This is an optimization exercise on Yosys and OpenROAD, whose aim is small area, a short achievable clock period and few clock cycles, not a production implementation.

== sierra ==
// gcx_enc
module gcx_enc (
    input  wire        clk,
    input  wire        rst,         
    input  wire        in_valid,
    output wire        in_ready,
    input  wire [15:0] in_data,
    input  wire        in_key,
    input  wire        in_last,
    output wire        out_valid,
    input  wire        out_ready,
    output wire [31:0] out_data,
    output wire        out_last,
    output wire        done,
    output wire [31:0] hash,
    output wire [31:0] lcg
);
export LEC_CHECK = 0
export ABC_AREA = 1
export CAP_MARGIN = 50
export CORE_MARGIN = 2
export CORE_UTILIZATION = 40
export SLEW_MARGIN = 60
create_clock -name core_clock -period 36.0 [get_ports {clk}]
run.sh (not shown) runs the stock make flow with config.mk's settings and CLKGATE_MAP_FILE= SYNTH_SCRIPT=/design/flow/synth_recipe.tcl, a recipe that flattens the netlist after the stock synthesis.
Edits applied to the flow inputs when going from sierra to indigo:
diff --git a/flow/design.v b/flow/design.v
--- a/flow/design.v
+++ b/flow/design.v
@@ -176,25 +176,25 @@
     reg  [14:0] Y;           
     reg  [5:0]  zw;          
     reg  [2:0]  qY;          
     reg         conv;        
     reg         np;          
     reg  [13:0] sbuf;        
     reg  [2:0]  L;           
     reg         inpay;       
     reg         lastin;      
     reg         rdy;
     reg         ov;          
     reg  [5:0]  ocs;         
-    reg  [1:0]  oc;          
+    reg         oc1, oc3;    
     reg         olast;
     reg         dn;
     wire fire  = in_valid & rdy;
     wire fkey  = fire & in_key;
     wire fbyte = fire & ~in_key;
     wire adv   = ~ov | out_ready;
     wire [11:0] a1_0 = t1_0(Y[3:0]);
     wire [11:0] a1_1 = t1_1(Y[7:4]);
     wire [11:0] a1_2 = t1_2(Y[11:8]);
     wire [11:0] a1_3 = t1_3(Y[14:12]);
     wire u1_0 = a1_0[0] ^ a1_1[0] ^ a1_2[0];
     wire u1_1 = (a1_0[0] & a1_1[0]) | (a1_0[0] & a1_2[0]) | (a1_1[0] & a1_2[0]);
@@ -912,36 +912,24 @@
     wire [21:0] qe = fbyte ? qv : {sbuf, 8'd0};
     wire [3:0]  T  = {1'b0, L} + (fbyte ? 4'd4 : 4'd0);
     wire        full = L[2] | (L[1] & L[0]);
     wire [1:0]  c    = (lastin & ~full) ? L[1:0] : 2'd3;
     wire        beat = adv & inpay & (full | fbyte | (lastin & (L != 3'd0)));
     wire [3:0]  Ln   = beat ? T - {2'd0, c} : T;
     wire        lastn = (fbyte & in_last) | (lastin & ~dn);
     wire        upd   = uv & (~lastin | dn);
     wire        uvn   = fkey | (uv & ~upd);
     wire        uln   = fkey ? in_last : ul;
     wire        npn   = (upd & ul) | (np & ~dn);
     wire        dnn   = (ov & out_ready & olast) | (np & ~dn);
-    wire        w_last = lastin & ~dn;
-    wire        w_uv   = uv & ~upd;
-    wire        w_np   = (upd & ul) | (np & ~dn);
-    wire        w_beat = adv & inpay & (full | (lastin & (L != 3'd0)));
-    wire [2:0]  w_L0   = w_beat ? L - {1'b0, c} : L;           
-    wire        w_room0 = (w_L0 <= 3'd3);
-    wire        w_room1 = adv & inpay & (L <= 3'd2);           
-    wire        r_none = ~((w_uv & ul) | w_np) & (dnn | (w_last ? ~w_uv : w_room0));
-    wire        r_key  = ~w_np & (dnn | (~w_last & w_room0));
-    wire        r_byte = ~((w_uv & ul) | w_np) & (dnn | (w_last ? ~w_uv : w_room1));
-    wire        r_lbyte = ~((w_uv & ul) | w_np) & (dnn | ~w_uv);
-    wire        rdyn = ~fire ? r_none : in_key ? (~in_last & r_key) : (in_last ? r_lbyte : r_byte);
     wire [31:0] hb = h;
     wire hm_0 = ~hb[0] ^ u[0] ^ 1'b1;
     wire hm_1 = (~hb[0] & u[0]) | (~hb[0] & 1'b1) | (u[0] & 1'b1);
     wire hm_2 = hb[0] ^ ~hb[5] ^ u[5];
     wire hm_3 = (hb[0] & ~hb[5]) | (hb[0] & u[5]) | (~hb[5] & u[5]);
     wire hm_4 = hb[1] ^ ~hb[6] ^ u[6];
     wire hm_5 = (hb[1] & ~hb[6]) | (hb[1] & u[6]) | (~hb[6] & u[6]);
     wire hm_6 = hb[2] ^ ~hb[7] ^ u[7];
     wire hm_7 = (hb[2] & ~hb[7]) | (hb[2] & u[7]) | (~hb[7] & u[7]);
     wire hm_8 = hb[3] ^ ~hb[8] ^ u[8];
     wire hm_9 = (hb[3] & ~hb[8]) | (hb[3] & u[8]) | (~hb[8] & u[8]);
     wire hm_10 = hb[4] ^ ~hb[9] ^ u[9];
@@ -1109,52 +1097,53 @@
             Y[11:0] <= np ? h[17:6] : sc[17:6];
             zw <= np ? h[5:0] : sc[5:0];
         end else if (seedp) begin
             Y <= seedY;
             zw <= w0(h[5:0]);
         end else if (beat) begin
             Y  <= (c == 2'd3) ? y3 : (c == 2'd2) ? y2 : y1;
             zw <= (c == 2'd3) ? w3 : (c == 2'd2) ? w2 : w1;
             qY <= (c == 2'd3) ? n3 : (c == 2'd2) ? n2 : n1;
         end
         if (adv) begin
             ocs   <= cs;
-            oc    <= c;
+            oc1   <= (c == 2'd1);
+            oc3   <= (c == 2'd3);
             olast <= lastin & ~L[2];
         end
         if (rst) begin
             hfirst <= 1'b1;
             sbuf   <= 14'd0;
             L      <= 3'd0;
             inpay  <= 1'b0;
             lastin <= 1'b0;
             np     <= 1'b0;
             uv     <= 1'b0;
             seedp  <= 1'b0;
             rdy    <= 1'b1;
             ov     <= 1'b0;
             dn     <= 1'b0;
             conv   <= 1'b0;
         end else begin
             hfirst <= (fire & in_last) | (hfirst & ~fkey);
             uv     <= uvn;
             seedp  <= fbyte & ~inpay & ~seedp;
             sbuf   <= beat ? qe[15:2] : qe[21:8];
             L      <= Ln[2:0];
             inpay  <= seedp | (inpay & ~conv);
             lastin <= lastn;
             np     <= npn;
-            rdy    <= rdyn;
+            rdy    <= ~((uvn & uln) | npn) & (dnn | (lastn ? ~uvn : (Ln <= 4'd3)));
             ov     <= beat | (ov & ~out_ready);
             dn     <= dnn;
             conv   <= beat & lastin & ~L[2];
         end
     end
-    assign out_data  = {e3({oc == 2'd3, ocs[1:0]}), e2({oc, ocs[3:0]}),
-                        e1({ocs[5:2], oc == 2'd1}), e0(ocs[5:4])};
+    assign out_data  = {e3({oc3, ocs[1:0]}), e2({~oc1, oc1 | oc3, ocs[3:0]}),
+                        e1({ocs[5:2], oc1}), e0(ocs[5:4])};
     assign out_valid = ov;
     assign out_last  = olast;
     assign in_ready  = rdy;
     assign done      = dn;
     assign hash      = h;
     assign lcg       = {h[31:18] & {14{np}}, Y[11:0], zw};
 endmodule
[summary]
- In indigo, the met1 routed wirelength after detailed routing came out 600 um above the value in sierra.
- Going from sierra to indigo, amount of wire on met3 after detailed routing shrank by more than 10%.
- Relative to sierra, the final weighted congestion in routability-driven placement of indigo is lower by 0.020.
- Compared with sierra, indigo instantiates a larger number of cells.
No functional check of the RTL was part of any run of this note.

[afterwards: timing with drivers on the ports]
The flow's constraints put no driver on any port. The routed layouts listed below were extracted and timed again, unchanged, in two steps. Step 1 (the two cells are an assumption about what drives the block):
set clk [get_ports {clk}]
set_driving_cell -lib_cell sky130_fd_sc_hd__clkbuf_16 $clk
set_driving_cell -lib_cell sky130_fd_sc_hd__buf_2 [delete_from_list [all_inputs] $clk]
Step 2, shift: input delay + t, output delay - t, t = (earliest + latest rising clock arrival at the registers) / 2. This alone moves slack from input paths to output paths. Three values: ideal ports, drivers, drivers and shift; two values: the first two.
run	t (ns)	setup WS [ns]	slew at the worst register clock pin (ns)	worst data-port slew with drivers (ns)
sierra	0.426	26.585 / 26.534 / 26.372	0.08 / 0.08	0.04
indigo	0.410	26.755 / 26.780 / 26.370	0.08 / 0.08	0.04
After both steps every run listed still meets setup and hold. For indigo, which loses most, drivers alone change the setup slack by +0.025 ns; drivers and shift together by -0.385 ns.
